Source: an optimization exercise on an open RTL-to-GDS flow (aim: small area). Production flows keep margins and buffers that such runs may drop. In this exercise RTL edits were held to simulation tests only and were not proved equivalent to the original. Power and IR drop assume default switching activity.

--- run.sh ---
#!/bin/bash
# synth_recipe.tcl (not shown) runs the flow's synth.tcl, then flattens the netlist and writes it again
# the make line also repeats each setting of config.mk as NAME=value (left out here)
make -C /OpenROAD-flow-scripts/flow DESIGN_CONFIG=/design/flow/config.mk WORK_HOME=/design/flow/orfs CLKGATE_MAP_FILE= SYNTH_SCRIPT=/design/flow/synth_recipe.tcl finish
--- config.mk ---
export PLATFORM = sky130hd
export DESIGN_NAME = xy_engine
export DESIGN_NICKNAME = xy_engine
export VERILOG_FILES = /design/flow/design.v
export SDC_FILE = /design/flow/constraint.sdc
export NUM_CORES = 8
export LEC_CHECK = 0
export CAP_MARGIN = 20
export CORE_MARGIN = 2
export CORE_UTILIZATION = 40
export SLEW_MARGIN = 20
--- constraint.sdc ---
create_clock -name core_clock -period 20.0 [get_ports {clk}]
set_input_delay 4.0000 -clock core_clock [delete_from_list [all_inputs] [get_ports {clk}]]
set_output_delay 4.0000 -clock core_clock [all_outputs]
set_load 0.01 [all_outputs]
--- design.v ---
module xy_engine (
    input  wire         clk,
    input  wire         rst,           
    input  wire         cmd_valid,
    input  wire [3:0]   cmd_op,
    input  wire [7:0]   cmd_idx,       
    input  wire [15:0]  cmd_val,       
    input  wire [3:0]   cmd_nr,        
    input  wire [31:0]  cmd_time,      
    input  wire [223:0] cmd_words,     
    input  wire         rx_valid,
    input  wire [7:0]   rx_data,
    output reg          resp_valid,
    output reg          resp_ok,
    output wire [31:0]  resp_val,
    output wire [223:0] resp_words,
    output reg          tx_valid,
    output wire [5:0]   tx_len,
    output wire [295:0] tx_frame,
    output wire         st_await,
    output wire         st_redirect,
    output wire [1:0]   st_rclass,
    output wire         st_rx_ours,
    output wire         st_errflag,
    output wire         st_exc_valid,
    output wire [7:0]   st_exc_code,
    output wire [4:0]   st_wq_size,
    output wire         st_tx_pending,
    output wire         st_pp_wait,
    output wire         st_preq_pending
);
    localparam N_REGS        = 31;
    localparam BANK_WORDS    = 14;
    localparam RXSTORE       = 65;       
    localparam RXBUF_CAP     = 67;
    localparam OP_RDC = 4'h1, OP_ENQ = 4'h2, OP_PRQ = 4'h3, OP_PPL = 4'h4,
               OP_PPS = 4'h5, OP_RCT = 4'h6, OP_FRS = 4'h7, OP_SDA = 4'h8,
               OP_SPI = 4'h9, OP_SFL = 4'hA, OP_ADV = 4'hB, OP_RST = 4'hF;
    localparam TK_WM = 2'd0, TK_WS = 2'd1, TK_PRE = 2'd2, TK_REF = 2'd3;
    function [15:0] crc16_byte(input [15:0] c_in, input [7:0] b);
        integer k;
        reg [15:0] c;
        begin
            c = c_in ^ {8'h00, b};
            for (k = 0; k < 8; k = k + 1)
                c = c[0] ? ((c >> 1) ^ 16'hA001) : (c >> 1);
            crc16_byte = c;
        end
    endfunction
    reg [15:0]  hd [0:N_REGS-1];         
    reg [N_REGS-1:0] hv;                 
    reg [15:0]  pd [0:BANK_WORDS-1];     
    reg [BANK_WORDS-1:0] pv;
    reg [23:0]  wq [0:15];               
    reg [3:0]   wq_head;
    reg [4:0]   wq_size;
    reg [223:0] tb_words;                
    reg [7:0]   tb_addr;
    reg [3:0]   tb_sl;                   
    reg         tx_pending;
    reg [7:0]   rb [0:RXSTORE-1];
    reg [6:0]   rxlen;
    reg         await_r, redirect, rx_ours, errflag, exc_valid;
    reg [1:0]   rclass;
    reg [7:0]   exc_code, dev_addr;
    reg [31:0]  pacing, reply_ctr, t_lasttx, t_coarse, pp_snap;
    reg         skip_unch, refresh_dis;
    reg [2:0]   retry;
    reg         pp_wait, preq;
    reg [3:0]   pp_nr;
    reg [15:0]  rdc_val;
    reg         rk_rct, rk_ppl;
    reg [1:0]   tkind;
    assign st_await        = await_r;
    assign st_redirect     = redirect;
    assign st_rclass       = rclass;
    assign st_rx_ours      = rx_ours;
    assign st_errflag      = errflag;
    assign st_exc_valid    = exc_valid;
    assign st_exc_code     = exc_code;
    assign st_wq_size      = wq_size;
    assign st_tx_pending   = tx_pending;
    assign st_pp_wait      = pp_wait;
    assign st_preq_pending = preq;
    integer i;
    wire c_adv = cmd_valid && cmd_op == OP_ADV;
    wire c_rst = cmd_valid && cmd_op == OP_RST;
    wire [31:0] now = cmd_time;
    wire [7:0] fc = rb[1];
    wire [7:0] bc = rb[2];
    wire dec      = rxlen >= 7'd5;
    wire is_exc   = fc[7];
    wire is_rd    = !fc[7] && fc == 8'h03;
    wire is_ws    = fc == 8'h06;
    wire is_wm    = fc == 8'h10;
    wire rd_bad   = bc > 8'd62 || bc[0];
    wire rd_full  = {1'b0, rxlen} >= 8'd5 + bc;
    wire len8     = rxlen >= 7'd8;
    wire acc_rd   = dec && is_rd && !rd_bad && rd_full;
    wire acc_ws   = dec && is_ws && len8;
    wire acc_wm   = dec && is_wm && len8;
    wire acc_exc  = dec && is_exc;
    wire acc      = acc_rd || acc_ws || acc_wm || acc_exc;
    wire mal      = dec && ((is_rd && rd_bad) || !(is_exc || is_rd || is_ws || is_wm));
    wire [5:0] nw = bc[6:1];
    wire [15:0] w_idx = {rb[2], rb[3]};
    wire [15:0] w_val = {rb[4], rb[5]};
    reg [N_REGS-1:0] h_rd, h_ws;
    reg [BANK_WORDS-1:0] p_rd;
    always @* begin
        for (i = 0; i < N_REGS; i = i + 1) begin
            h_rd[i] = c_adv && acc_rd && !redirect && i < nw;
            h_ws[i] = c_adv && acc_ws && w_idx == i;
        end
        for (i = 0; i < BANK_WORDS; i = i + 1)
            p_rd[i] = c_adv && acc_rd && redirect && i < nw;
    end
    reg [15:0] nh [0:N_REGS-1];
    always @* begin
        for (i = 0; i < N_REGS; i = i + 1)
            nh[i] = ({16{h_rd[i]}} & {rb[3+2*i], rb[4+2*i]})
                  | ({16{h_ws[i]}} & w_val)
                  | ({16{!(h_rd[i] || h_ws[i])}} & hd[i]);
    end
    wire [N_REGS-1:0] nhv = hv | h_rd | h_ws;
    wire show_ws = tx_valid && tkind == TK_WS;
    wire [3:0] q_slot = show_ws ? wq_head - 4'd1 : wq_head;
    wire [23:0] q_ent = wq[q_slot];
    wire [7:0]  e_idx = q_ent[23:16];
    wire [15:0] e_val = q_ent[15:0];
    wire c_rdc = cmd_valid && cmd_op == OP_RDC;
    wire [7:0] r_idx = c_rdc ? cmd_idx : e_idx;
    reg [15:0] r_val;
    always @* begin
        r_val = 16'd0;
        for (i = 0; i < N_REGS; i = i + 1)
            if (r_idx == i && nhv[i]) r_val = nh[i];
    end
    wire aw1      = await_r && !acc;
    wire coarse   = (now - t_coarse) >= 32'd10;
    wire [2:0] rt_dec = retry - 3'd1;
    wire tmo      = coarse && aw1 && rt_dec == 3'd0;
    wire aw2      = aw1 && !tmo;
    wire gate     = !aw2 && (now - t_lasttx) >= pacing;
    wire q_ne     = wq_size != 5'd0;
    wire skip     = skip_unch && r_val == e_val;
    wire s_wm     = gate && tx_pending;
    wire s_pop    = gate && !tx_pending && q_ne;
    wire s_ws     = s_pop && !skip;
    wire s_pre    = gate && !tx_pending && !q_ne && preq;
    wire s_ref    = gate && !tx_pending && !q_ne && !preq && !refresh_dis;
    wire send     = s_wm || s_ws || s_pre || s_ref;
    wire c_enq = cmd_valid && cmd_op == OP_ENQ;
    wire c_prq = cmd_valid && cmd_op == OP_PRQ;
    wire c_ppl = cmd_valid && cmd_op == OP_PPL;
    wire c_pps = cmd_valid && cmd_op == OP_PPS;
    wire c_rct = cmd_valid && cmd_op == OP_RCT;
    wire c_frs = cmd_valid && cmd_op == OP_FRS;
    wire c_sda = cmd_valid && cmd_op == OP_SDA;
    wire c_spi = cmd_valid && cmd_op == OP_SPI;
    wire c_sfl = cmd_valid && cmd_op == OP_SFL;
    wire nr_ok   = cmd_nr <= 4'd9;
    wire enq_ok  = wq_size != 5'd16;
    wire prq_ok  = !pp_wait && nr_ok;
    wire ppl_ok  = pp_wait && reply_ctr != pp_snap;
    wire a_enq   = c_enq && enq_ok;
    wire a_adv   = c_adv;
    wire [3:0] wq_tail = wq_head + wq_size[3:0];
    wire rx_clr  = c_rst || (a_adv && (acc || mal || tmo || send));
    wire [6:0] rxl_c = rx_clr ? 7'd0 : rxlen;
    wire rx_put  = rx_valid && rxl_c != RXBUF_CAP;
    always @(posedge clk) begin
        for (i = 0; i < N_REGS; i = i + 1)
            hd[i] <= nh[i];
        for (i = 0; i < BANK_WORDS; i = i + 1)
            if (p_rd[i]) pd[i] <= {rb[3+2*i], rb[4+2*i]};
        if (a_enq) wq[wq_tail] <= {cmd_idx, cmd_val};
        if (c_pps && nr_ok) begin
            tb_words <= cmd_words;
            tb_addr  <= dev_addr;
            tb_sl    <= cmd_nr + 4'd5;
        end
        if (!rst && rx_put)
            for (i = 0; i < RXSTORE; i = i + 1)
                if (rxl_c == i) rb[i] <= rx_data;
        if (c_rdc) rdc_val <= r_val;
        else       rdc_val <= 16'd0;
        rk_rct <= c_rct;
        rk_ppl <= c_ppl && ppl_ok;
        if (a_adv && send)
            tkind <= s_wm ? TK_WM : s_ws ? TK_WS : s_pre ? TK_PRE : TK_REF;
        if (rst || c_rst) begin
            hv <= 0; pv <= 0;
            wq_head <= 4'd0; wq_size <= 5'd0;
            tx_pending <= 1'b0;
            await_r <= 1'b0; redirect <= 1'b0; rx_ours <= 1'b0;
            errflag <= 1'b0; exc_valid <= 1'b0; rclass <= 2'd0;
            exc_code <= 8'h00; dev_addr <= 8'h01;
            pacing <= 32'd50; reply_ctr <= 32'd0;
            t_lasttx <= rst ? 32'd0 : now; t_coarse <= rst ? 32'd0 : now;
            pp_snap <= 32'd0;
            skip_unch <= 1'b0; refresh_dis <= 1'b0;
            retry <= 3'd4; pp_wait <= 1'b0; preq <= 1'b0; pp_nr <= 4'd0;
        end else begin
            hv <= nhv;
            pv <= pv | p_rd;
            if (a_enq) wq_size <= wq_size + 5'd1;
            if (a_adv && s_pop) begin
                wq_head <= wq_head + 4'd1;
                wq_size <= wq_size - 5'd1;
            end
            if (c_pps && nr_ok) tx_pending <= 1'b1;
            if (a_adv && s_wm)  tx_pending <= 1'b0;
            if (c_prq && prq_ok) begin
                pp_nr   <= cmd_nr;
                pp_snap <= reply_ctr;
                preq    <= 1'b1;
                pp_wait <= 1'b1;
            end
            if (c_ppl && ppl_ok) begin
                redirect <= 1'b0;
                preq     <= 1'b0;
                pp_wait  <= 1'b0;
            end
            if (c_sda) dev_addr <= cmd_idx;
            if (c_spi) pacing   <= cmd_time;
            if (c_sfl) begin
                skip_unch   <= cmd_val[0];
                refresh_dis <= cmd_val[1];
            end
            if (a_adv) begin
                rclass  <= acc_rd ? 2'd2 : (acc_ws || acc_wm) ? 2'd1 : 2'd0;
                rx_ours <= acc && rb[0] == dev_addr;
                if (acc_exc) begin
                    exc_valid <= 1'b1;
                    exc_code  <= bc;
                end
                if (acc) errflag <= 1'b0;
                else if (mal) errflag <= 1'b1;
                if (acc || tmo) reply_ctr <= reply_ctr + 32'd1;
                if (acc_rd || tmo) redirect <= 1'b0;
                if (s_pre) begin
                    preq     <= 1'b0;
                    redirect <= 1'b1;
                end
                await_r <= send ? 1'b1 : aw2;
                if (!aw1 || tmo) retry <= 3'd4;
                else if (coarse) retry <= rt_dec;
                if (coarse) t_coarse <= now;
                if (send) t_lasttx <= now;
            end
        end
        if (rst) rxlen <= 7'd0;
        else     rxlen <= rx_put ? rxl_c + 7'd1 : rxl_c;
        resp_valid <= !rst && cmd_valid &&
                      (cmd_op == OP_RDC || cmd_op == OP_ENQ || cmd_op == OP_PRQ ||
                       cmd_op == OP_PPL || cmd_op == OP_PPS || cmd_op == OP_RCT ||
                       cmd_op == OP_FRS);
        resp_ok    <= c_rdc || (c_enq && enq_ok) || (c_prq && prq_ok) ||
                      (c_ppl && ppl_ok) || (c_pps && nr_ok) || c_rct ||
                      (c_frs && reply_ctr != cmd_time);
        tx_valid   <= !rst && a_adv && send;
    end
    assign resp_val = ({32{rk_rct}} & reply_ctr)
                    | {16'd0, rdc_val}
                    | {28'd0, {4{rk_ppl}} & pp_nr};
    genvar g;
    generate
        for (g = 0; g < BANK_WORDS; g = g + 1) begin : g_rw
            assign resp_words[16*g +: 16] = {16{rk_ppl && pv[g]}} & pd[g];
        end
    endgenerate
    wire k_wm = tkind == TK_WM;
    wire k_ws = tkind == TK_WS;
    wire k_pre = tkind == TK_PRE;
    wire [7:0] f_b1 = k_ws ? 8'h06 : 8'h03;
    wire [7:0] f_b3 = k_ws ? e_idx : k_pre ? {pp_nr + 4'd5, 4'h0} : 8'h00;
    wire [7:0] f_b4 = k_ws ? e_val[15:8] : 8'h00;
    wire [7:0] f_b5 = k_ws ? e_val[7:0] : k_pre ? 8'h0E : 8'h1F;
    reg  [15:0] c8;
    always @* begin
        c8 = 16'hFFFF;
        c8 = crc16_byte(c8, dev_addr);
        c8 = crc16_byte(c8, f_b1);
        c8 = crc16_byte(c8, 8'h00);
        c8 = crc16_byte(c8, f_b3);
        c8 = crc16_byte(c8, f_b4);
        c8 = crc16_byte(c8, f_b5);
    end
    reg [279:0] wm_body;
    reg [15:0]  cw;
    always @* begin
        wm_body[7:0]   = tb_addr;
        wm_body[15:8]  = 8'h10;
        wm_body[23:16] = 8'h00;
        wm_body[31:24] = {tb_sl, 4'h0};
        wm_body[39:32] = 8'h00;
        wm_body[47:40] = BANK_WORDS;
        wm_body[55:48] = 2 * BANK_WORDS;
        for (i = 0; i < BANK_WORDS; i = i + 1) begin
            wm_body[56 + 16*i +: 8] = tb_words[16*i + 8 +: 8];
            wm_body[64 + 16*i +: 8] = tb_words[16*i +: 8];
        end
        cw = 16'hFFFF;
        for (i = 0; i < 35; i = i + 1)
            cw = crc16_byte(cw, wm_body[8*i +: 8]);
    end
    assign tx_len = k_wm ? 6'd37 : 6'd8;
    assign tx_frame[7:0]   = k_wm ? tb_addr : dev_addr;
    assign tx_frame[15:8]  = k_wm ? 8'h10 : f_b1;
    assign tx_frame[23:16] = 8'h00;
    assign tx_frame[31:24] = k_wm ? {tb_sl, 4'h0} : f_b3;
    assign tx_frame[39:32] = k_wm ? 8'h00 : f_b4;
    assign tx_frame[47:40] = k_wm ? 8'h0E : f_b5;
    assign tx_frame[55:48] = k_wm ? 8'h1C : c8[7:0];
    assign tx_frame[63:56] = k_wm ? wm_body[63:56] : c8[15:8];
    assign tx_frame[279:64] = wm_body[279:64];
    assign tx_frame[295:280] = {cw[15:8], cw[7:0]};
endmodule
==> flow_summary.toml, run 1 <==
[global_route]
grt_usage_pct = 32.5
grt_pass1_vias = 67000
grt_pass1_wl_microns = 550000
grt_max_degree = 177
grt-ovfl-total = 0
antenna_found_initial = 64

[floorplan]
dieHeight_microns = 492
core-area_sq_mm = 0.237
dieArea_sq_mm = 0.242
ios = 884
start_util_pct = 40.1
die_w_microns = 492
num_rows = 179

[routing]
vias = 71200
wl_per_cell_microns = 33.7
vias_per_cell = 5.88
firstDrtPassIters = 7
detail-route-antenna-nets = 0
drc = 0
drt_wl_total_microns = 409000
drtIter0Drc = 9347

[sta]
drv_slew = 0
clock.fmax_mhz = 65.3
worst_pin_slew_ns = 1.28
final.setup.tns_ns = 0
relSlewSlack_pct = 14.6
finalSetupViolCount = 0
period_share_pct = 76.5
skew_ns = 0.0884
hold_violations = 0
period_minus_slack_ns = 15.31
rsz0062_at_grt = "false"
setup_slack_ns = 4.69

[clock_tree]
numCtsBuffers = 229
cts_max_level = 4
worstSkewPairLatency_ns = 0.91
clk_root_buffer_cell = "clkbuf_16"
clockBufferDepth = 3
cts_resized = 0
cts_setup_buffers = 0
ctsHoldBuffers = 0
cts.sinks = 2139
clkTransAtPathRegs_ns = 0.06
tritoncts = "yes"

[logic_synthesis]
synth_cells = 8035
synthFlopType = "edfxtp_1"
synth_area_leaders = "edfxtp_1 45%, dfxtp_1 15%, xnor2_1 5.2%, nand2_1 4.0%, mux4_2 2.7%"
synth-async-reset-ratio_pct = 0
yosysUniqueCellTypes = 100
syn_area_per_cell_sq_um = 11.9
synth_top_area_share_pct = 45.1
synth_edf_count = 1430
yosysTopAreaCell = "edfxtp_1"
netlist_area_sq_mm = 0.0953
ys_ff_latch = 2139
yosysWarnings = 5
synth_seq_area_share_pct = 60.0

[placed_design]
io_buffer_count = 869
post-place-ws_ns = 4.21
gp_congestion = 1.06
place_hpwl_microns = 301000

[finish]
layout_commonest_cell = "edfxtp_1"
final_nets = 9147
drive_above_1_share_pct = 10.8
syn2layout_area_growth_pct = 20.4
final_cell_mix = "1,430 x edfxtp_1, 1,022 x nand2_1, 860 x clkdlybuf4s50_1, 708 x dfxtp_1, 571 x xnor2_1"
nFillCells = 21300

[setup_path]
cp-start-kind = "input port"
slowest_stage = "nor3_1"
worstPathMaxFanout = 24
arrival_ns = 15.80
crit_start = "cmd_time[1]"
crit_path_end_kind = "register"
cp_common_cell = "o21ai_0"
cp_slowest_stage_delay_ns = 1.15
r2r_start = "tx_valid"
required_ns = 20.50
crit_type = "in2reg"

[min_path]
worstHoldStart = "hd[11][8]"
hold_path.class = "reg2reg"

[run]
max_cap_violations = 0

[power_and_ir_drop]
ir_drop_v = 0.00386
power_density_mw_per_mm2 = 212
leakage_nw = 41.8

[outcome]
status = "no timing/DRC/antenna violations"
==> worst paths after layout <==
kind	endpoint	slack (ns)	depth (start not counted)
worst max-delay path	rb[47][0]	4.69	40
worst min-delay path	hd[11][8]	0.43	2
worst max register to register	rb[47][0]	5.81	29
worst min register to register	hd[11][8]	0.43	2
==> sequential cells by signal (all words and copies together), names as in the netlist, 14 cells and up <==
register and flops:
reply_ctr 32, t_lasttx 32, hv 31, pd 224, t_coarse 32, rdc_val 16, rb 520, hd 496
tb_words 224, pacing 32, wq 384, pv 14, pp_snap 32
==> worst max-delay path, delay by kind of cell <==
family | cells | cell delay (ns)
AO/OA/AOI/OAI | 26 | 6.26
adder cells (fa/ha/maj) | 3 | 0.87
AND/OR/NAND/NOR | 9 | 3.78
XOR/XNOR | 1 | 0.14
buffers and inverters | 1 | 0.70
==> kinds of logic (layout without fill, tap and decap cells) <==
family / Yosys count / count (layout) / synth area share, %
adders and majority gates: 127 / 127 / 1.70
AOI/OAI and AO/OA: 1466 / 1466 / 10.7
muxes: 146 / 146 / 3.06
and+or+nand+nor: 2409 / 2409 / 11.8
other: 1 / 43 / 0.00394
DFF: 2139 / 2139 / 60.0
xor gates and xnor gates: 812 / 812 / 8.10
buffers and inverters: 935 / 1805 / 4.68
==> report_power, final <==
group / switching, mW / internal [mW]
Sequential: 0.0198 / 4.73
Clock: 1.88 / 2.45
Combinational: 8.76 / 6.53
==> per-layer routing <==
metal / global-route usage [%] / up-vias / part of all wire [%]
met5: 0 / - / 0.093
met4: 17.2 / 58 / 6.2
met3: 7.61 / 847 / 9.5
met2: 49.6 / 4074 / 44
met1: 42.9 / 35800 / 40
li1: - / 30400 / -
==> through the flow <==
step | utilization (%) | hold WS [ns] | total power [mW] | instance area (sq um) | cells
after floorplan | - | 0.405 | 15.2 | 95300 | 8048
after global placement | 45.0 | 0.419 | 20.0 | 107000 | 11700
after detailed placement | 45.0 | 0.425 | 20.1 | 107000 | 11700
after CTS | 48.3 | 0.434 | 24.4 | 115000 | 12100
after global routing | 48.3 | 0.452 | 25.2 | 115000 | 12100
final | 48.3 | 0.434 | 24.4 | 115000 | 12100
==> cells in the mapped netlist, drive strengths merged, types with 33 or more instances <==
cell type and number:
a21o 81, a21oi 283, a22oi 312, a32oi 93, and2 66, and3 262
buf 300, clkbuf 379, dfxtp 709, edfxtp 1430, ha 123, inv 255
mux4 116, nand2 1024, nand2b 44, nand3 138, nand4 56, nor2 434
nor2b 77, nor3 126, nor4 96, o211ai 75, o21ai 235, o22ai 33
xnor2 631, xor2 179
==> cell type report <==
class | instances | area [sq um] | share of cell area, %
Multi-Input combinational cell | 4974 | 34400 | 30.0
Timing Repair Buffer | 1120 | 10600 | 9.19
Inverter | 256 | 961 | 0.837
Sequential cell | 2139 | 57100 | 49.8
Tap cell | 3167 | 3960 | 3.45
Antenna cell | 29 | 72.6 | 0.0632
Clock buffer | 309 | 6300 | 5.49
Clock inverter | 120 | 1390 | 1.21
==> run 2, diff against run 1 <==
--- a/design.v
+++ b/design.v
@@ -47,9 +47,9 @@
             crc16_byte = c;
         end
     endfunction
-    reg [15:0]  hd [0:N_REGS-1];         
+    reg [15:0]  hdn [0:N_REGS-1];        
     reg [N_REGS-1:0] hv;                 
-    reg [15:0]  pd [0:BANK_WORDS-1];     
+    reg [15:0]  pdn [0:BANK_WORDS-1];    
     reg [BANK_WORDS-1:0] pv;
     reg [23:0]  wq [0:15];               
     reg [3:0]   wq_head;
@@ -58,7 +58,10 @@
     reg [7:0]   tb_addr;
     reg [3:0]   tb_sl;                   
     reg         tx_pending;
-    reg [7:0]   rb [0:RXSTORE-1];
+    reg [7:0]   rbn [0:RXSTORE-1];     
+    reg         f_exc, f_rd, f_ws, f_wm;   
+    reg [4:0]   wi;                        
+    reg         wi_ok;                     
     reg [6:0]   rxlen;
     reg         await_r, redirect, rx_ours, errflag, exc_valid;
     reg [1:0]   rclass;
@@ -83,16 +86,20 @@
     assign st_pp_wait      = pp_wait;
     assign st_preq_pending = preq;
     integer i;
+    wire [7:0] rb [0:RXSTORE-1];
+    genvar gr;
+    generate for (gr = 0; gr < RXSTORE; gr = gr + 1) begin : g_rb
+        assign rb[gr] = ~rbn[gr];
+    end endgenerate
     wire c_adv = cmd_valid && cmd_op == OP_ADV;
     wire c_rst = cmd_valid && cmd_op == OP_RST;
     wire [31:0] now = cmd_time;
-    wire [7:0] fc = rb[1];
     wire [7:0] bc = rb[2];
     wire dec      = rxlen >= 7'd5;
-    wire is_exc   = fc[7];
-    wire is_rd    = !fc[7] && fc == 8'h03;
-    wire is_ws    = fc == 8'h06;
-    wire is_wm    = fc == 8'h10;
+    wire is_exc   = f_exc;
+    wire is_rd    = f_rd;
+    wire is_ws    = f_ws;
+    wire is_wm    = f_wm;
     wire rd_bad   = bc > 8'd62 || bc[0];
     wire rd_full  = {1'b0, rxlen} >= 8'd5 + bc;
     wire len8     = rxlen >= 7'd8;
@@ -103,14 +110,12 @@
     wire acc      = acc_rd || acc_ws || acc_wm || acc_exc;
     wire mal      = dec && ((is_rd && rd_bad) || !(is_exc || is_rd || is_ws || is_wm));
     wire [5:0] nw = bc[6:1];
-    wire [15:0] w_idx = {rb[2], rb[3]};
-    wire [15:0] w_val = {rb[4], rb[5]};
     reg [N_REGS-1:0] h_rd, h_ws;
     reg [BANK_WORDS-1:0] p_rd;
     always @* begin
         for (i = 0; i < N_REGS; i = i + 1) begin
             h_rd[i] = c_adv && acc_rd && !redirect && i < nw;
-            h_ws[i] = c_adv && acc_ws && w_idx == i;
+            h_ws[i] = c_adv && acc_ws && wi_ok && wi == i;
         end
         for (i = 0; i < BANK_WORDS; i = i + 1)
             p_rd[i] = c_adv && acc_rd && redirect && i < nw;
@@ -118,9 +123,8 @@
     reg [15:0] nh [0:N_REGS-1];
     always @* begin
         for (i = 0; i < N_REGS; i = i + 1)
-            nh[i] = ({16{h_rd[i]}} & {rb[3+2*i], rb[4+2*i]})
-                  | ({16{h_ws[i]}} & w_val)
-                  | ({16{!(h_rd[i] || h_ws[i])}} & hd[i]);
+            nh[i] = ({16{h_rd[i] || h_ws[i]}} & {rb[3+2*i], rb[4+2*i]})
+                  | ({16{!(h_rd[i] || h_ws[i])}} & ~hdn[i]);
     end
     wire [N_REGS-1:0] nhv = hv | h_rd | h_ws;
     wire show_ws = tx_valid && tkind == TK_WS;
@@ -169,20 +173,40 @@
     wire rx_clr  = c_rst || (a_adv && (acc || mal || tmo || send));
     wire [6:0] rxl_c = rx_clr ? 7'd0 : rxlen;
     wire rx_put  = rx_valid && rxl_c != RXBUF_CAP;
+    reg [RXSTORE-1:0] rb_we;
+    always @* begin
+        for (i = 0; i < RXSTORE; i = i + 1)
+            rb_we[i] = rxl_c == i && !(f_ws && i >= 4);
+        for (i = 0; i < N_REGS; i = i + 1) begin
+            if (f_ws && wi_ok && wi == i && rxl_c == 7'd4) rb_we[3+2*i] = 1'b1;
+            if (f_ws && wi_ok && wi == i && rxl_c == 7'd5) rb_we[4+2*i] = 1'b1;
+        end
+    end
     always @(posedge clk) begin
         for (i = 0; i < N_REGS; i = i + 1)
-            hd[i] <= nh[i];
+            hdn[i] <= ~nh[i];
         for (i = 0; i < BANK_WORDS; i = i + 1)
-            if (p_rd[i]) pd[i] <= {rb[3+2*i], rb[4+2*i]};
+            if (p_rd[i]) pdn[i] <= {rbn[3+2*i], rbn[4+2*i]};
         if (a_enq) wq[wq_tail] <= {cmd_idx, cmd_val};
         if (c_pps && nr_ok) begin
             tb_words <= cmd_words;
             tb_addr  <= dev_addr;
             tb_sl    <= cmd_nr + 4'd5;
         end
-        if (!rst && rx_put)
+        if (!rst && rx_put) begin
             for (i = 0; i < RXSTORE; i = i + 1)
-                if (rxl_c == i) rb[i] <= rx_data;
+                if (rb_we[i]) rbn[i] <= ~rx_data;
+            if (rxl_c == 7'd1) begin
+                f_exc <= rx_data[7];
+                f_rd  <= rx_data == 8'h03;
+                f_ws  <= rx_data == 8'h06;
+                f_wm  <= rx_data == 8'h10;
+            end
+            if (rxl_c == 7'd3) begin
+                wi    <= rx_data[4:0];
+                wi_ok <= rb[2] == 8'h00 && rx_data < 8'd31;
+            end
+        end
         if (c_rdc) rdc_val <= r_val;
         else       rdc_val <= 16'd0;
         rk_rct <= c_rct;
@@ -267,7 +291,7 @@
     genvar g;
     generate
         for (g = 0; g < BANK_WORDS; g = g + 1) begin : g_rw
-            assign resp_words[16*g +: 16] = {16{rk_ppl && pv[g]}} & pd[g];
+            assign resp_words[16*g +: 16] = ~({16{!(rk_ppl && pv[g])}} | pdn[g]);
         end
     endgenerate
     wire k_wm = tkind == TK_WM;
==> flow/run.sh (new file) <==
#!/bin/bash
# The standard layout (standard.sh, unchanged synthesis) with three changes:
#  - port buffers use the smallest buffer cell instead of a delay buffer,
#  - the clock tree uses larger sink clusters of clkbuf_8 and no dummy loads,
#  - after global routing, non-critical gates are downsized (power recovery).
# standard.sh's output, with every tool's log, goes to standard.log and orfs/logs/.
set -euo pipefail
export BUFFER_PORTS_ARGS="-buffer_cell sky130_fd_sc_hd__buf_1"
export CTS_ARGS="-sink_clustering_enable -repair_clock_nets -dont_use_dummy_load -sink_clustering_size 15 -sink_clustering_max_diameter 50 -buf_list sky130_fd_sc_hd__clkbuf_8"
export RECOVER_POWER=100
bash standard.sh > standard.log 2>&1
==> standard.sh (new file) <==
#!/bin/bash
# synth_recipe.tcl (not shown) runs the flow's synth.tcl, then flattens the netlist and writes it again
# the make line also repeats each setting of config.mk as NAME=value (left out here)
make -C /OpenROAD-flow-scripts/flow DESIGN_CONFIG=/design/flow/config.mk WORK_HOME=/design/flow/orfs CLKGATE_MAP_FILE= SYNTH_SCRIPT=/design/flow/synth_recipe.tcl "${@:-finish}"
--- a/config.mk
+++ b/config.mk
@@ -7,5 +7,5 @@
 export LEC_CHECK = 0
 export CAP_MARGIN = 20
 export CORE_MARGIN = 2
-export CORE_UTILIZATION = 40
+export CORE_UTILIZATION = 55
 export SLEW_MARGIN = 20
removed: run.sh
==> run 2 against run 1 <==
Against the previous run:
- setup slack got worse by 1.8 ns
- routed wire length shrank 20%
- die area down 29%
- register-to-register slack got worse by 2.1 ns
- non-clock buffer count fell by 73
- first-iteration DRC count decreased by 12%
- largest power group unchanged
- clock-buffer cell count is 116 lower
- core utilization is 11 points higher
- now fails the layout checks on capacitance limit, slew limit
- critical path type unchanged
- highest routed layer unchanged
- via count decreased by 13%
- final area fell by 14%
==> flow_summary.toml, run 2 <==
[outcome]
status = "complete, but fails checks"
so_faults = "capacitance limit, slew limit"

[min_path]
hold_depth = 2
worstHoldStart = "rbn[36][1]"
hold_path.class = "reg2reg"
worstHoldEndpoint = "hdn[16][1]"

[logic_synthesis]
synth-compound-area-share_pct = 6.41
synth_edf_count = 1432
synth-async-reset-ratio_pct = 0
yosysTopAreaCell = "edfxtp_1"
synth_area_leaders = "edfxtp_1 47%, dfxtp_1 15%, xnor2_1 5.2%, mux2_2 4.6%, mux4_2 2.7%"
ys_top_cells_by_count = "1,432 x edfxtp_1, 709 x dfxtp_1, 579 x nor2_1"
synthFlopType = "edfxtp_1"
yosysWarnings = 5
ys_ff_latch = 2141
synth_fa_ha_area_share_pct = 1.76
synth_simple_gate_area_share_pct = 8.49
syn_area_per_cell_sq_um = 13.2
yosysUniqueCellTypes = 106
synth_top_area_share_pct = 46.7
synth-xor-area-share_pct = 8.79
synth.most_common_cell = "edfxtp_1"
muxShareOfSynthArea_pct = 8.26
synth_cells = 6955
synth_top_family_by_area = "XOR/XNOR gates"
netlist_area_sq_mm = 0.0921
synth_seq_area_share_pct = 62.1

[power_and_ir_drop]
ir_drop_v = 0.00100
power_density_mw_per_mm2 = 155
leakage_nw = 35.0

[setup_path]
arrival_ns = 17.67
cp_common_cell = "clkbuf_1"
slowest_stage = "clkbuf_1"
crit_path_end_kind = "register"
crit_type = "in2reg"
required_ns = 20.60
worstPathMaxFanout = 72
cp-start-kind = "input port"
rr_endpoint = "rbn[15][6]"
r2r_slack_ns = 3.73
crit_start = "cmd_op[1]"
r2r_start = "tkind[1]"
cp_slowest_stage_delay_ns = 1.93
ff2ff_path_depth = 33

[placed_design]
post_dp_cell_area_sq_mm = 0.0969
dpl.cell_count = 9704
io_buffer_count = 869
place_hpwl_microns = 246000
gp_congestion = 1.04

[finish]
largest_reg_flops = 512
drive_above_1_share_pct = 7.31
reg_top3 = "rbn x512, hdn x496, wq x384"
nFillCells = 13800
fin_util_pct = 59.3
final_cell_mix = "1,432 x edfxtp_1, 804 x buf_1, 709 x dfxtp_1, 578 x nor2_1, 550 x xnor2_1"
regMostFlops = "rbn"
instances_no_fill = 9921
syn2layout_area_growth_pct = 7.48
final_area_sq_mm = 0.0990
layout_commonest_cell = "edfxtp_1"
final_nets = 8126

[clock_tree]
numCtsBuffers = 193
cts_setup_buffers = 0
clockBufferDepth = 3
cts_resized = 0
cts_max_level = 4
tritoncts = "yes"
cts.sinks = 2141
ctsHoldBuffers = 0
clk_root_buffer_cell = "clkbuf_8"
clkTransAtPathRegs_ns = 0.10
worstSkewPairLatency_ns = 1.05

[routing]
drc = 0
vias = 62300
detail-route-antenna-nets = 0
wl_per_cell_microns = 33.2
firstDrtPassIters = 6
drtIter0Drc = 8228
drt_wl_total_microns = 329000
vias_per_cell = 6.28

[sta]
worst_pin_slew_ns = 4.69
skew_ns = 0.115
finalSetupViolCount = 0
clock.fmax_mhz = 58.6
relSlewSlack_pct = -213
period_minus_slack_ns = 17.07
drv_slew = 1586
rsz0062_at_grt = "false"
period_share_pct = 85.4
hold_violations = 0
final.setup.tns_ns = 0

[global_route]
grt_max_degree = 96
grt_pass1_vias = 57000
grt-ovfl-total = 0
antenna_found_initial = 31
grt_pass1_wl_microns = 443000
grt_usage_pct = 37.4

[floorplan]
die_w_microns = 413
core-area_sq_mm = 0.167
start_util_pct = 55.2
num_rows = 150
dieHeight_microns = 413
ios = 884
dieArea_sq_mm = 0.171

[run]
max_cap_violations = 53
==> run 2: area by class of cell <==
class	instances	area (sq um)	share of cell area [%]
Antenna cell	20	50.0	0.0505
Clock buffer	193	2660	2.68
Inverter	261	980	0.989
Multi-Input combinational cell	4055	31200	31.5
Sequential cell	2141	57200	57.8
Tap cell	2204	2760	2.78
Timing Repair Buffer	1047	4180	4.22
==> run 2: power breakdown <==
part,switching (mW),total [mW],internal (mW)
Combinational,4.87,8.31,3.43
Sequential,0.0203,4.75,4.73
Clock,1.39,2.25,0.855
==> run 2: worst max path at each step <==
stage	slack (ns)	to	cells after the start
floorplan	8.01	t_lasttx[0]	29
global placement	5.30	rbn[42][2]	37
detailed placement	5.13	rbn[15][5]	39
CTS	6.10	rbn[42][4]	37
global route	3.05	rbn[15][6]	27
finish	2.93	rbn[15][6]	28
==> run 2: kinds of logic (layout without fill, tap and decap cells) <==
family	Yosys count	after routing
AOI/OAI and AO/OA	879	879
and+or+nand+nor	1663	1663
other	1	34
muxes	563	563
DFF	2141	2141
adders and majority gates	127	127
buffers and inverters	772	1501
xor gates and xnor gates	809	809
==> run 2: critical path, delay by kind of cell <==
| family | cells | cell delay [ns] |
|---|---|---|
| XOR/XNOR | 1 | 0.17 |
| AO/OA/AOI/OAI | 8 | 4.01 |
| AND/OR/NAND/NOR | 10 | 3.08 |
| adder cells (fa/ha/maj) | 1 | 0.17 |
| buffers and inverters | 8 | 6.12 |
==> run 2: routing by layer <==
metal,share of wire [%],track usage (%)
met5,0.043,0
met4,3.4,11.6
met3,13,12.6
met2,42,51.9
met1,42,55.3
==> run 2: stage by stage <==
step           power, mW  hold WS [ns]  setup WS (ns)
2_1_floorplan       10.6         0.404           8.01
3_3_place_gp        13.2         0.413           5.30
3_5_place_dp        13.2         0.426           5.13
4_1_cts             15.4         0.437           6.10
5_1_grt             15.8         0.449           3.05
6_report            15.3         0.437           2.93
==> run 3, diff against run 2 <==
--- a/design.v
+++ b/design.v
@@ -174,12 +174,24 @@
     wire [6:0] rxl_c = rx_clr ? 7'd0 : rxlen;
     wire rx_put  = rx_valid && rxl_c != RXBUF_CAP;
     reg [RXSTORE-1:0] rb_we;
+    reg [7:0] len_lo;
+    reg [8:0] len_hi;
+    reg ws4, ws5;
     always @* begin
+        for (i = 0; i < 8; i = i + 1) begin
+            len_lo[i] = rxlen[2:0] == i;
+            len_hi[i] = rxlen[6:3] == i;
+        end
+        len_hi[8] = rxlen[6:3] == 4'd8;
         for (i = 0; i < RXSTORE; i = i + 1)
-            rb_we[i] = rxl_c == i && !(f_ws && i >= 4);
+            rb_we[i] = i == 0 ? (rx_clr || len_lo[0] && len_hi[0])
+                     : i < 4  ? (!rx_clr && len_lo[i % 8] && len_hi[i / 8])
+                     : (!rx_clr && !f_ws && len_lo[i % 8] && len_hi[i / 8]);
+        ws4 = !rx_clr && f_ws && wi_ok && rxlen == 7'd4;
+        ws5 = !rx_clr && f_ws && wi_ok && rxlen == 7'd5;
         for (i = 0; i < N_REGS; i = i + 1) begin
-            if (f_ws && wi_ok && wi == i && rxl_c == 7'd4) rb_we[3+2*i] = 1'b1;
-            if (f_ws && wi_ok && wi == i && rxl_c == 7'd5) rb_we[4+2*i] = 1'b1;
+            if (ws4 && wi == i) rb_we[3+2*i] = 1'b1;
+            if (ws5 && wi == i) rb_we[4+2*i] = 1'b1;
         end
     end
     always @(posedge clk) begin
==> flow/run.sh (replaced) <==
#!/bin/bash
# The standard layout (standard.sh, unchanged synthesis) with two changes:
#  - port buffers use the smallest buffer cell instead of a delay buffer,
#  - the clock tree uses larger sink clusters of clkbuf_8 and no dummy loads.
# standard.sh's output goes to standard.log; every tool's log is in orfs/logs/.
set -euo pipefail
export BUFFER_PORTS_ARGS="-buffer_cell sky130_fd_sc_hd__buf_1"
export CTS_ARGS="-sink_clustering_enable -repair_clock_nets -dont_use_dummy_load -sink_clustering_size 15 -sink_clustering_max_diameter 50 -buf_list sky130_fd_sc_hd__clkbuf_8"
bash standard.sh > standard.log 2>&1
==> run 3 against run 2 <==
Against the previous run:
- the run now finishes clean
- maximum frequency rose by 27%
- die area fell by 2.4%
- worst hold slack improved by 0.0025 ns
- critical path type unchanged
- highest routed layer unchanged
==> flow_summary.toml, run 3 <==
[sta]
rsz0062_at_grt = "false"
finalSetupViolCount = 0
clock.fmax_mhz = 74.2
relSlewSlack_pct = 9.56
worst_pin_slew_ns = 1.34
hold_violations = 0
setup_slack_ns = 6.51
skew_ns = 0.107
period_share_pct = 67.4
drv_slew = 0
final.setup.tns_ns = 0
period_minus_slack_ns = 13.49

[global_route]
top_usage_layer = "met2"
grt_max_degree = 84
grt_use_met3_pct = 10.1
grt_pass1_wl_microns = 445000
use_met2_pct = 58.9
grt_usage_pct = 38.4
met1_usage_pct = 50.6
grt_pass1_vias = 56100
grt-ovfl-total = 0
antenna_found_initial = 31

[routing]
vias = 59700
drt_wl_total_microns = 328000
firstDrtPassIters = 6
wl_per_cell_microns = 34.2
vias_per_cell = 6.22
drtIter0Drc = 7582
detail-route-antenna-nets = 0
drc = 0

[logic_synthesis]
ys_ff_latch = 2141
synth_simple_gate_area_share_pct = 7.98
synth_top_area_share_pct = 47.8
synth-async-reset-ratio_pct = 0
muxShareOfSynthArea_pct = 9.19
yosysTopAreaCell = "edfxtp_1"
synth_seq_area_share_pct = 63.6
synth.most_common_cell = "edfxtp_1"
synth-xor-area-share_pct = 8.02
synth_area_leaders = "edfxtp_1 48%, dfxtp_1 16%, xnor2_1 6.0%, mux2_2 5.9%, mux4_2 2.9%"
synth_edf_count = 1432
yosysUniqueCellTypes = 95
syn_area_per_cell_sq_um = 13.5
ys_top_cells_by_count = "1,432 x edfxtp_1, 709 x dfxtp_1, 617 x xnor2_1"
yosysWarnings = 5
synth_fa_ha_area_share_pct = 1.77
synthFlopType = "edfxtp_1"
synth_top_family_by_area = "multiplexers"
synth_cells = 6683
netlist_area_sq_mm = 0.0899
synth-compound-area-share_pct = 5.46

[clock_tree]
ctsHoldBuffers = 0
numCtsBuffers = 198
clockBufferDepth = 3
clk_root_buffer_cell = "clkbuf_8"
worstSkewPairLatency_ns = 1.01
cts_max_level = 4
clkTransAtPathRegs_ns = 0.09
cts_resized = 0
cts.sinks = 2141
cts_setup_buffers = 0
tritoncts = "yes"

[power_and_ir_drop]
p_seq_share_pct = 29.3
ir_drop_v = 0.00141
p_int_mw = 8.87
clkPwrFrac_pct = 14.1
power_switching_mw = 7.30
leakage_nw = 33.7
p_comb_share_pct = 56.6
power_density_mw_per_mm2 = 166
switching_share_pct = 45.2

[floorplan]
ios = 884
dieHeight_microns = 408
start_util_pct = 55.3
core-area_sq_mm = 0.163
num_rows = 148
dieArea_sq_mm = 0.167
die_w_microns = 408

[placed_design]
post-place-ws_ns = 5.80
gp_congestion = 1.12
place_hpwl_microns = 239000
io_buffer_count = 869
post_dp_cell_area_sq_mm = 0.0945
dpl.cell_count = 9374

[setup_path]
worstPathMaxFanout = 17
crit_type = "in2reg"
slowest_stage = "nor2_1"
crit_path_end_kind = "register"
required_ns = 20.59
cp_common_cell = "o21ai_0"
arrival_ns = 14.08
cp-start-kind = "input port"
cp_slowest_stage_delay_ns = 0.90

[finish]
final_cell_mix = "1,432 x edfxtp_1, 868 x buf_1, 709 x dfxtp_1, 616 x xnor2_1, 533 x nor2_1"
reg_top3 = "rbn x512, hdn x496, wq x384"
regMostFlops = "rbn"
final_nets = 7825
syn2layout_area_growth_pct = 8.26
final_area_sq_mm = 0.0973
instances_no_fill = 9593
drive_above_1_share_pct = 14.2
largest_reg_flops = 512
layout_commonest_cell = "edfxtp_1"
fin_util_pct = 59.9
nFillCells = 13200

[run]
max_cap_violations = 0

[outcome]
status = "no timing/DRC/antenna violations"

[min_path]
hold_path.class = "reg2reg"
[run 3: cell count changes in the layout (fill, tap and decap cells not counted), sizes merged, moves of 54 or more]
cell,before,now
nand2,438,351
clkbuf,371,199
buf,868,1015
inv,259,181
o22ai,140,220
mux2,375,469
o21ai,153,99
[run 3: critical path: cells and delay by family]
family	cells	cell delay, ns
buffers and inverters	2	0.46
xor gates and xnor gates	1	0.14
adders and majority gates	3	0.92
AOI/OAI and AO/OA	22	4.94
and+or+nand+nor	11	3.59
[run 3: power by group through the flow]
stage / clock [mW] / sequential, mW / combinational, mW
3_5_place_dp: 0 / 4.84 / 8.92
2_1_floorplan: 0 / 4.84 / 6.20
6_report: 2.28 / 4.75 / 9.15
5_1_grt: 2.45 / 4.75 / 9.29
4_1_cts: 2.30 / 4.74 / 8.99
3_3_place_gp: 0 / 4.84 / 8.97
[run 3: layout make-up]
| cell class | instances | area [sq um] | share of cell area [%] |
|---|---|---|---|
| well taps | 2175 | 2720 | 2.80 |
| flip-flops and latches | 2141 | 57200 | 58.8 |
| multi-input cells | 3862 | 29600 | 30.4 |
| repair buffers | 1016 | 4370 | 4.49 |
| clock buffers | 198 | 2730 | 2.80 |
| diodes | 20 | 50.0 | 0.0514 |
| inverters | 181 | 679 | 0.698 |
[run 3: through the flow]
| stage | hold WS [ns] | total power, mW |
|---|---|---|
| finish | 0.439 | 16.2 |
| global route | 0.456 | 16.5 |
| CTS | 0.416 | 16.0 |
| detailed placement | 0.425 | 13.8 |
| global placement | 0.419 | 13.8 |
| floorplan | 0.404 | 11.0 |
[run 3: final timing paths]
check / start / to / slack [ns] / cells after the start
max: cmd_time[1] / rbn[4][6] / 6.51 / 39
min: rbn[49][7] / hdn[23][15] / 0.44 / 2
max reg2reg: tkind[1] / rbn[4][6] / 8.45 / 30
min reg2reg: rbn[49][7] / hdn[23][15] / 0.44 / 2
[run 3: metal layers]
| layer | share of wire [%] | wire, microns |
|---|---|---|
| met3 | 11 | 34500 |
| met1 | 38 | 126000 |
| met4 | 5.9 | 19300 |
| met5 | 0.046 | 150 |
| met2 | 45 | 148000 |
[run 3: cell families (layout without fill, tap and decap cells)]
family / Yosys count / in the layout
buffers and inverters: 693 / 1395
muxes: 617 / 617
xor gates and xnor gates: 814 / 814
adders and majority gates: 125 / 125
AOI/OAI and AO/OA: 767 / 767
other: 1 / 34
DFF: 2141 / 2141
and+or+nand+nor: 1525 / 1525
==> run 4, diff against run 3 <==
==> flow/run.sh (replaced) <==
#!/bin/bash
# The standard layout (standard.sh, unchanged synthesis) with these changes:
#  - port buffers use the smallest buffer cell instead of a delay buffer,
#  - the clock tree uses larger sink clusters of clkbuf_8 and no dummy loads,
#  - after global routing, non-critical gates are downsized (power recovery),
#    then flow/post_grt.tcl repairs slew and capacitance again and reroutes.
# standard.sh's output goes to standard.log; every tool's log is in orfs/logs/.
set -euo pipefail
export BUFFER_PORTS_ARGS="-buffer_cell sky130_fd_sc_hd__buf_1"
export CTS_ARGS="-sink_clustering_enable -repair_clock_nets -dont_use_dummy_load -sink_clustering_size 15 -sink_clustering_max_diameter 50 -buf_list sky130_fd_sc_hd__clkbuf_8"
export RECOVER_POWER=100
export POST_GLOBAL_ROUTE_TCL="$PWD/flow/post_grt.tcl"
bash standard.sh > standard.log 2>&1
==> flow/post_grt.tcl (new file) <==
# after power recovery: restore slew and capacitance limits, then legalize and reroute
log_cmd global_route -start_incremental
log_cmd repair_design -verbose -cap_margin 20 -slew_margin 20
log_cmd detailed_placement
log_cmd global_route -end_incremental
log_cmd estimate_parasitics -global_routing
puts "post-grt slew violations [sta::max_slew_violation_count] cap [sta::max_capacitance_violation_count]"
write_guides $::env(RESULTS_DIR)/route.guide
==> run 4 against run 3 <==
Against the previous run:
- power shrank 2.6%
- setup slack better by 0.030 ns
- die area stayed put
- non-clock buffer count grew 41
- still clean on timing, DRC and antenna
- critical path depth did not move
- final area rose by 0.60%
- first-iteration DRC count down 0.78%
- via count fell by 0.16%
- highest routed layer unchanged
- synthesized area stayed put
- worst hold slack got worse by 0.0029 ns
- core utilization is 0.36 points higher
- combinational power decreased by 4.6%
==> flow_summary.toml, run 4 <==
[clock_tree]
cts_resized = 0
cts.sinks = 2141
cts_setup_buffers = 0
tritoncts = "yes"
ctsHoldBuffers = 0
numCtsBuffers = 198
clkTransAtPathRegs_ns = 0.09
worstSkewPairLatency_ns = 1.02
clockBufferDepth = 3
clk_root_buffer_cell = "clkbuf_8"
cts_max_level = 4

[setup_path]
path_buf_inv = 2
slowest_stage = "nor2_1"
cp-start-kind = "input port"
required_ns = 20.59
worstPathMaxFanout = 17
crit_family = "compound AO/OA/AOI/OAI gates"
crit_type = "in2reg"
crit_path_end_kind = "register"
cp_slowest_stage_delay_ns = 0.89
cp_common_cell = "o21ai_0"
arrival_ns = 14.05

[sta]
relSlewSlack_pct = 13.3
period_minus_slack_ns = 13.46
finalSetupViolCount = 0
drv_slew = 0
hold_violations = 0
final.setup.tns_ns = 0
clock.fmax_mhz = 74.3
skew_ns = 0.121
worst_pin_slew_ns = 1.29
period_share_pct = 67.3

[logic_synthesis]
syn_area_per_cell_sq_um = 13.5
synth-async-reset-ratio_pct = 0
synthFlopType = "edfxtp_1"
yosysWarnings = 5
netlist_area_sq_mm = 0.0899
synth_edf_count = 1432
ys_ff_latch = 2141
synth_area_leaders = "edfxtp_1 48%, dfxtp_1 16%, xnor2_1 6.0%, mux2_2 5.9%, mux4_2 2.9%"
yosysUniqueCellTypes = 95
synth_cells = 6683
synth.most_common_cell = "edfxtp_1"
ys_top_cells_by_count = "1,432 x edfxtp_1, 709 x dfxtp_1, 617 x xnor2_1"
synth_top_area_share_pct = 47.8
synth_seq_area_share_pct = 63.6
yosysTopAreaCell = "edfxtp_1"

[routing]
firstDrtPassIters = 17
drtIter0Drc = 7523
wl_per_cell_microns = 34.0
vias = 59600
drc = 0
detail-route-antenna-nets = 0
vias_per_cell = 6.19
drt_wl_total_microns = 328000

[power_and_ir_drop]
ir_drop_v = 0.00146
switching_share_pct = 45.1
clkPwrFrac_pct = 14.5
p_seq_share_pct = 30.1
power_switching_mw = 7.11
p_int_mw = 8.64
leakage_nw = 34.4
power_density_mw_per_mm2 = 161
p_comb_share_pct = 55.4

[floorplan]
dieHeight_microns = 408
dieArea_sq_mm = 0.167
die_w_microns = 408
core-area_sq_mm = 0.163
ios = 884
num_rows = 148
start_util_pct = 55.3

[finish]
syn2layout_area_growth_pct = 8.92
drive_above_1_share_pct = 9.33
nFillCells = 13200
layout_commonest_cell = "edfxtp_1"
regMostFlops = "rbn"
final_cell_mix = "1,432 x edfxtp_1, 747 x buf_1, 708 x dfxtp_1, 619 x xnor2_1, 538 x nor2_1"
seq_area_sq_mm = 0.0572
final_area_sq_mm = 0.0979
largest_reg_flops = 512
multi_input_area_sq_mm = 0.0294
reg_top3 = "rbn x512, hdn x496, wq x384"
final_nets = 7866

[global_route]
grt_usage_pct = 38.4
grt-ovfl-total = 0
antenna_found_initial = 30
grt_pass1_vias = 56100
grt_max_degree = 84
grt_pass1_wl_microns = 445000

[placed_design]
gp_congestion = 1.12
post_dp_cell_area_sq_mm = 0.0945
io_buffer_count = 869
place_hpwl_microns = 239000

[run]
max_cap_violations = 0

[min_path]
hold_path.class = "reg2reg"

[outcome]
status = "no timing/DRC/antenna violations"
==> run 4: cell types whose count changed in the layout (fill, tap and decap cells not counted), sizes merged <==
cell | before | now
clkbuf | 199 | 401
buf | 1015 | 854
clkinv | 0 | 1
inv | 181 | 180
==> run 4: layer usage <==
metal	up-vias	wire length, microns	GRT usage (%)
met5	-	154	0
met4	22	20200	19.3
met3	783	35400	10.1
met2	3475	147000	58.9
met1	30000	125000	50.6
li1	25300	-	-
==> run 4: area by class of cell <==
cell class | instances | share of cell area [%]
diodes | 20 | 0.0511
well taps | 2175 | 2.78
clock buffers | 198 | 2.78
flip-flops and latches | 2141 | 58.4
repair buffers | 1057 | 5.25
multi-input cells | 3862 | 30.0
inverters | 181 | 0.694
==> run 4: tightest hold or removal path: stages (launching register included) <==
cell and delay [ns]:
edfxtp_1 0.34, nand2_1 0.07, nand2_1 0.06
==> run 4: through the flow <==
stage,total power [mW],utilization [%],std cells,setup WS [ns],hold slack [ns]
3_3_place_gp,13.8,58.1,9373,5.67,0.419
3_5_place_dp,13.8,58.1,9374,5.80,0.425
2_1_floorplan,11.0,-,6696,8.52,0.404
4_1_cts,16.0,59.8,9572,6.81,0.416
6_report,15.8,60.2,9634,6.54,0.436
==> run 4: cell families (layout without fill, tap and decap cells) <==
family                     Yosys count  after routing  synth area share (%)
buffers and inverters              693           1436                  3.96
DFF                               2141           2141                  63.6
AOI/OAI and AO/OA                  767            767                  5.46
muxes                              617            617                  9.19
and+or+nand+nor                   1525           1525                  7.98
adders and majority gates          125            125                  1.77
xor gates and xnor gates           814            814                  8.02
other                                1             34               0.00417
==> run 4: path summary, 6_finish.rpt <==
| check | slack [ns] | startpoint | end | depth (start not counted) |
|---|---|---|---|---|
| max reg2reg | 8.25 | tkind[1] | rbn[4][6] | 31 |
| min reg2reg | 0.44 | rbn[49][7] | hdn[23][15] | 2 |
| max | 6.54 | cmd_time[1] | rbn[4][6] | 39 |
| min | 0.44 | rbn[49][7] | hdn[23][15] | 2 |
==> run 4: power groups by stage <==
stage / Clock (mW) / Sequential, mW / Combinational, mW
floorplan: 0 / 4.84 / 6.20
global placement: 0 / 4.84 / 8.97
finish: 2.28 / 4.74 / 8.73
detailed placement: 0 / 4.84 / 8.92
CTS: 2.30 / 4.74 / 8.99
==> run 5, diff against run 4 <==
--- a/design.v
+++ b/design.v
@@ -49,7 +49,7 @@
     endfunction
     reg [15:0]  hdn [0:N_REGS-1];        
     reg [N_REGS-1:0] hv;                 
-    reg [15:0]  pdn [0:BANK_WORDS-1];    
+    reg [15:0]  pd [0:BANK_WORDS-1];     
     reg [BANK_WORDS-1:0] pv;
     reg [23:0]  wq [0:15];               
     reg [3:0]   wq_head;
@@ -58,7 +58,7 @@
     reg [7:0]   tb_addr;
     reg [3:0]   tb_sl;                   
     reg         tx_pending;
-    reg [7:0]   rbn [0:RXSTORE-1];     
+    reg [7:0]   rb [0:RXSTORE-1];      
     reg         f_exc, f_rd, f_ws, f_wm;   
     reg [4:0]   wi;                        
     reg         wi_ok;                     
@@ -86,11 +86,6 @@
     assign st_pp_wait      = pp_wait;
     assign st_preq_pending = preq;
     integer i;
-    wire [7:0] rb [0:RXSTORE-1];
-    genvar gr;
-    generate for (gr = 0; gr < RXSTORE; gr = gr + 1) begin : g_rb
-        assign rb[gr] = ~rbn[gr];
-    end endgenerate
     wire c_adv = cmd_valid && cmd_op == OP_ADV;
     wire c_rst = cmd_valid && cmd_op == OP_RST;
     wire [31:0] now = cmd_time;
@@ -174,31 +169,19 @@
     wire [6:0] rxl_c = rx_clr ? 7'd0 : rxlen;
     wire rx_put  = rx_valid && rxl_c != RXBUF_CAP;
     reg [RXSTORE-1:0] rb_we;
-    reg [7:0] len_lo;
-    reg [8:0] len_hi;
-    reg ws4, ws5;
     always @* begin
-        for (i = 0; i < 8; i = i + 1) begin
-            len_lo[i] = rxlen[2:0] == i;
-            len_hi[i] = rxlen[6:3] == i;
-        end
-        len_hi[8] = rxlen[6:3] == 4'd8;
         for (i = 0; i < RXSTORE; i = i + 1)
-            rb_we[i] = i == 0 ? (rx_clr || len_lo[0] && len_hi[0])
-                     : i < 4  ? (!rx_clr && len_lo[i % 8] && len_hi[i / 8])
-                     : (!rx_clr && !f_ws && len_lo[i % 8] && len_hi[i / 8]);
-        ws4 = !rx_clr && f_ws && wi_ok && rxlen == 7'd4;
-        ws5 = !rx_clr && f_ws && wi_ok && rxlen == 7'd5;
+            rb_we[i] = rxl_c == i && !(f_ws && i >= 4);
         for (i = 0; i < N_REGS; i = i + 1) begin
-            if (ws4 && wi == i) rb_we[3+2*i] = 1'b1;
-            if (ws5 && wi == i) rb_we[4+2*i] = 1'b1;
+            if (f_ws && wi_ok && wi == i && rxl_c == 7'd4) rb_we[3+2*i] = 1'b1;
+            if (f_ws && wi_ok && wi == i && rxl_c == 7'd5) rb_we[4+2*i] = 1'b1;
         end
     end
     always @(posedge clk) begin
         for (i = 0; i < N_REGS; i = i + 1)
             hdn[i] <= ~nh[i];
         for (i = 0; i < BANK_WORDS; i = i + 1)
-            if (p_rd[i]) pdn[i] <= {rbn[3+2*i], rbn[4+2*i]};
+            if (p_rd[i]) pd[i] <= {rb[3+2*i], rb[4+2*i]};
         if (a_enq) wq[wq_tail] <= {cmd_idx, cmd_val};
         if (c_pps && nr_ok) begin
             tb_words <= cmd_words;
@@ -207,7 +190,7 @@
         end
         if (!rst && rx_put) begin
             for (i = 0; i < RXSTORE; i = i + 1)
-                if (rb_we[i]) rbn[i] <= ~rx_data;
+                if (rb_we[i]) rb[i] <= rx_data;
             if (rxl_c == 7'd1) begin
                 f_exc <= rx_data[7];
                 f_rd  <= rx_data == 8'h03;
@@ -303,7 +286,7 @@
     genvar g;
     generate
         for (g = 0; g < BANK_WORDS; g = g + 1) begin : g_rw
-            assign resp_words[16*g +: 16] = ~({16{!(rk_ppl && pv[g])}} | pdn[g]);
+            assign resp_words[16*g +: 16] = {16{rk_ppl && pv[g]}} & pd[g];
         end
     endgenerate
     wire k_wm = tkind == TK_WM;
==> flow/run.sh (replaced) <==
#!/bin/bash
# The standard layout (standard.sh) with these changes:
#  - after the standard synthesis (run unchanged), flow/reopt.sh re-maps the logic between
#    the registers with a stronger ABC area script; every register keeps its name and cell,
#    and XOR/XNOR cells are left as synthesis made them,
#  - port buffers use the smallest buffer cell instead of a delay buffer,
#  - the clock tree uses larger sink clusters of clkbuf_8 and no dummy loads.
# Logs: standard_synth.log, reopt_yosys.log, reopt_check.log, standard.log and orfs/logs/.
set -euo pipefail
export BUFFER_PORTS_ARGS="-buffer_cell sky130_fd_sc_hd__buf_1"
export CTS_ARGS="-sink_clustering_enable -repair_clock_nets -dont_use_dummy_load -sink_clustering_size 15 -sink_clustering_max_diameter 50 -buf_list sky130_fd_sc_hd__clkbuf_8"
bash standard.sh synth > standard_synth.log 2>&1
R=orfs/results/$FLOW_PLATFORM/xy_engine/base
cp $R/1_2_yosys.v $R/1_2_yosys_standard.v
bash flow/reopt.sh $R/1_2_yosys_standard.v $R/1_2_yosys.v
touch $R/1_2_yosys.v
bash standard.sh > standard.log 2>&1
==> flow/reopt.abc (new file) <==
&get -n
&st
&deepsyn -T 120
&dch -f
&nf -R 1000
&put
==> flow/reopt.sh (new file) <==
#!/bin/bash
# Re-optimise the combinational logic of the standard synthesis netlist for area.
# Registers (dfxtp/edfxtp instances), their names and cell types are kept as they are:
# those cells are black boxes here, only the logic between them is remapped by ABC.
# XOR/XNOR cells are kept as they are too (the CRC and comparator trees), so that the
# equivalence proof of the layout against the RTL stays easy.
# usage: reopt.sh in.v out.v  (run in the flow's work folder)
set -euo pipefail
IN=$1; OUT=$2
LIB=$FLOW_HOME/platforms/sky130hd/lib/sky130_fd_sc_hd__tt_025C_1v80.lib
DU=$(sed -n '/DONT_USE_CELLS +=/,/^$/p' $FLOW_HOME/platforms/sky130hd/config.mk | tr -d '\\' | grep -o "sky130_fd_sc_hd__[a-z0-9_]*" | sed 's/^/-dont_use /' | tr '\n' ' ')
SEQ=$(grep -o "sky130_fd_sc_hd__[a-z0-9_]*" $IN | sort -u | grep -E "__(e|s|se)?df|__dl|__conb" | tr '\n' ' ')
YOSYS=$(command -v yosys || echo /OpenROAD-flow-scripts/tools/install/yosys/bin/yosys)
cat > reopt.ys <<EOS
read_liberty -ignore_miss_func $LIB
blackbox $SEQ
read_verilog $IN
hierarchy -top $FLOW_TOP
setattr -set keep_hierarchy 1 t:sky130_fd_sc_hd__xor* t:sky130_fd_sc_hd__xnor*
rename -hide w:*
flatten
opt_clean -purge
abc -script $PWD/flow/reopt.abc -liberty $LIB $DU $FLOW_TOP
opt_clean -purge
rename -hide w:*
splitnets
opt_clean -purge
hilomap -singleton -hicell sky130_fd_sc_hd__conb_1 HI -locell sky130_fd_sc_hd__conb_1 LO
insbuf -buf sky130_fd_sc_hd__buf_4 A X
opt_clean -purge
stat -liberty $LIB
select $FLOW_TOP
write_verilog -selected -noattr -nohex -nodec $OUT
EOS
$YOSYS -s reopt.ys > reopt_yosys.log 2>&1
# the result must hold the same registers as the standard synthesis
$YOSYS -p "read_liberty -lib $LIB; read_verilog $OUT; hierarchy -top $FLOW_TOP; check -assert -mapped; stat -liberty $LIB" > reopt_check.log 2>&1
a=$(grep -E "^\s+sky130_fd_sc_hd__(e)?dfxtp_1 " $IN | awk '{print $2}' | sort | md5sum)
b=$(grep -E "^\s+sky130_fd_sc_hd__(e)?dfxtp_1 " $OUT | awk '{print $2}' | sort | md5sum)
[[ "$a" == "$b" ]] || { echo "register sets differ" >&2; exit 1; }
removed: flow/post_grt.tcl
==> run 5 against run 4 <==
Against the previous run:
- sequential power about the same
- non-clock buffer count up 26
- final area down 5.0%
- sequential share of layout area is 3.1 points higher
- critical path depth rose by 18
- highest routed layer unchanged
- sequential cell count did not move
- clock-buffer cell count down 3
- register-to-register slack got worse by 3.9 ns
- routed wire length decreased by 3.2%
- combinational power shrank 26%
- clock skew decreased by 0.020 ns
- synthesized area is 8.2% lower
==> flow_summary.toml, run 5 <==
[finish]
regMostFlops = "rb"
drive_above_1_share_pct = 6.82
final_cell_mix = "1,432 x edfxtp_1, 860 x buf_1, 708 x dfxtp_1, 631 x xnor2_1, 590 x nor2_1"
fin_util_pct = 62.2
final_nets = 7842
reg_top3 = "rb x512, hdn x496, wq x384"
largest_reg_flops = 512
layout_commonest_cell = "edfxtp_1"
syn2layout_area_growth_pct = 12.7

[sta]
clock.fmax_mhz = 53.4
finalSetupViolCount = 0
final.setup.tns_ns = 0
period_minus_slack_ns = 18.72
drv_slew = 0
hold_violations = 0
worst_pin_slew_ns = 1.36
setup_slack_ns = 1.28
skew_ns = 0.100
relSlewSlack_pct = 8.77
rsz0062_at_grt = "false"
fin_hold_ws_ns = 0.412
period_share_pct = 93.6

[clock_tree]
worstSkewPairLatency_ns = 0.99
numCtsBuffers = 195
clkTransAtPathRegs_ns = 0.09
cts.sinks = 2141
cts_max_level = 4
tritoncts = "yes"
clk_root_buffer_cell = "clkbuf_8"
ctsHoldBuffers = 0
cts_setup_buffers = 0
clockBufferDepth = 3
cts_resized = 0

[setup_path]
path_buf_inv = 3
crit_path_end_kind = "register"
required_ns = 20.64
cp_common_cell = "maj3_1"
worstPathMaxFanout = 15
cp-start-kind = "input port"
crit_family = "adder cells"
crit_type = "in2reg"
arrival_ns = 19.36
cp_slowest_stage_delay_ns = 0.78
slowest_stage = "a2111oi_2"
r2r_slack_ns = 4.32

[power_and_ir_drop]
power_density_mw_per_mm2 = 145
power_switching_mw = 5.68
switching_share_pct = 42.0
clkPwrFrac_pct = 16.7
report.power.total_mw = 13.5
p_comb_share_pct = 48.1
leakage_nw = 31.6
p_int_mw = 7.84
p_seq_share_pct = 35.2
ir_drop_v = 0.000946

[floorplan]
core-area_sq_mm = 0.149
dieArea_sq_mm = 0.153
start_util_pct = 55.3
die_w_microns = 391
num_rows = 142
dieHeight_microns = 391
ios = 884

[min_path]
hold_path.class = "reg2reg"

[placed_design]
place_hpwl_microns = 232000
post-place-ws_ns = 0.629
io_buffer_count = 869
gp_congestion = 1.05

[logic_synthesis]
yosysWarnings = 5
netlist_area_sq_mm = 0.0826
syn_area_per_cell_sq_um = 13.2
synth_cells = 6266

[routing]
firstDrtPassIters = 9
wl_per_cell_microns = 33.2
drc = 0
vias = 59500
drtIter0Drc = 7696
vias_per_cell = 6.22
detail-route-antenna-nets = 0
drt_wl_total_microns = 317000

[global_route]
grt-ovfl-total = 0
grt_pass1_vias = 55100
antenna_found_initial = 17
grt_pass1_wl_microns = 429000
grt_usage_pct = 40.5
grt_max_degree = 93

[run]
max_cap_violations = 0

[outcome]
status = "no timing/DRC/antenna violations"
## run 5: power groups by stage
stage | Combinational [mW] | Sequential, mW | Clock, mW
CTS | 6.34 | 4.76 | 2.26
global route | 6.70 | 4.77 | 2.41
finish | 6.50 | 4.76 | 2.26
global placement | 6.26 | 4.86 | 0
detailed placement | 6.29 | 4.86 | 0
floorplan | 4.36 | 4.86 | 0
## run 5: layout make-up
cell class	instances	area (sq um)
sequential	2141	57200
fill	12100	56400
multi-input combinational	4038	25400
timing repair buffer	1083	4880
clock buffer	195	2680
tap	2016	2520
inverter	83	312
antenna	15	37.5
## run 5: metal layers
metal / track usage [%] / share of wire, %
met5: 1.75 / 0.14
met4: 22.6 / 6.5
met3: 13.3 / 13
met2: 59.9 / 44
met1: 52.7 / 37
## run 5: path summary, 6_finish.rpt
kind,startpoint,to,cells after the start
worst min-delay path,rb[50][1],hdn[23][1],1
worst max register to register,t_lasttx[1],rb[14][5],56
worst max-delay path,cmd_time[1],rb[14][5],57
worst min register to register,rb[50][1],hdn[23][1],1
## run 5: metrics by stage
step	instance area [sq um]	std cells
5_1_grt	93000	9558
2_1_floorplan	82600	6279
6_report	93000	9571
3_3_place_gp	90300	9361
4_1_cts	92900	9556
3_5_place_dp	90300	9361
## run 5: worst reg2reg max path: cells and delay by family (launching register included)
family,cells,cell delay [ns]
AOI/OAI and AO/OA,27,5.60
and+or+nand+nor,10,2.46
adders and majority gates,15,6.08
xor gates and xnor gates,2,0.31
DFF,1,0.40
buffers and inverters,2,0.50

[re-timing with driven ports]
No port has a modelled driver above. Below, the same layouts with a new extraction and two added sets of constraints. Step 1: set_driving_cell puts a clkbuf_16 on clk and a buf_2 on each other input, an assumption about the parent block. Step 2 moves the port delays by t, midway between the first and last clock arrival at a register: inputs arrive t later, outputs are due t later. That takes back most of the time a late clock gives input paths. Three values: ideal, step 1, step 2; two values: the first two.
run	shift t [ns]	setup slack, ns	worst hold slack (ns)
run 1	0.972	4.695 / 4.772 / 3.800	0.434 / 0.434 / 0.434
run 2	1.079	2.928 / 2.841 / 1.761	0.437 / 0.437 / 0.437
run 3	1.050	6.514 / 6.582 / 5.531	0.439 / 0.439 / 0.439
run 4	1.048	6.544 / 6.464 / 5.555	0.436 / 0.436 / 0.436
run 5	1.015	1.276 / 1.332 / 0.317	0.412 / 0.412 / 0.412
The setup slack of run 2, which loses most, moves by -0.087 ns with the drivers and by -1.167 ns with both steps.
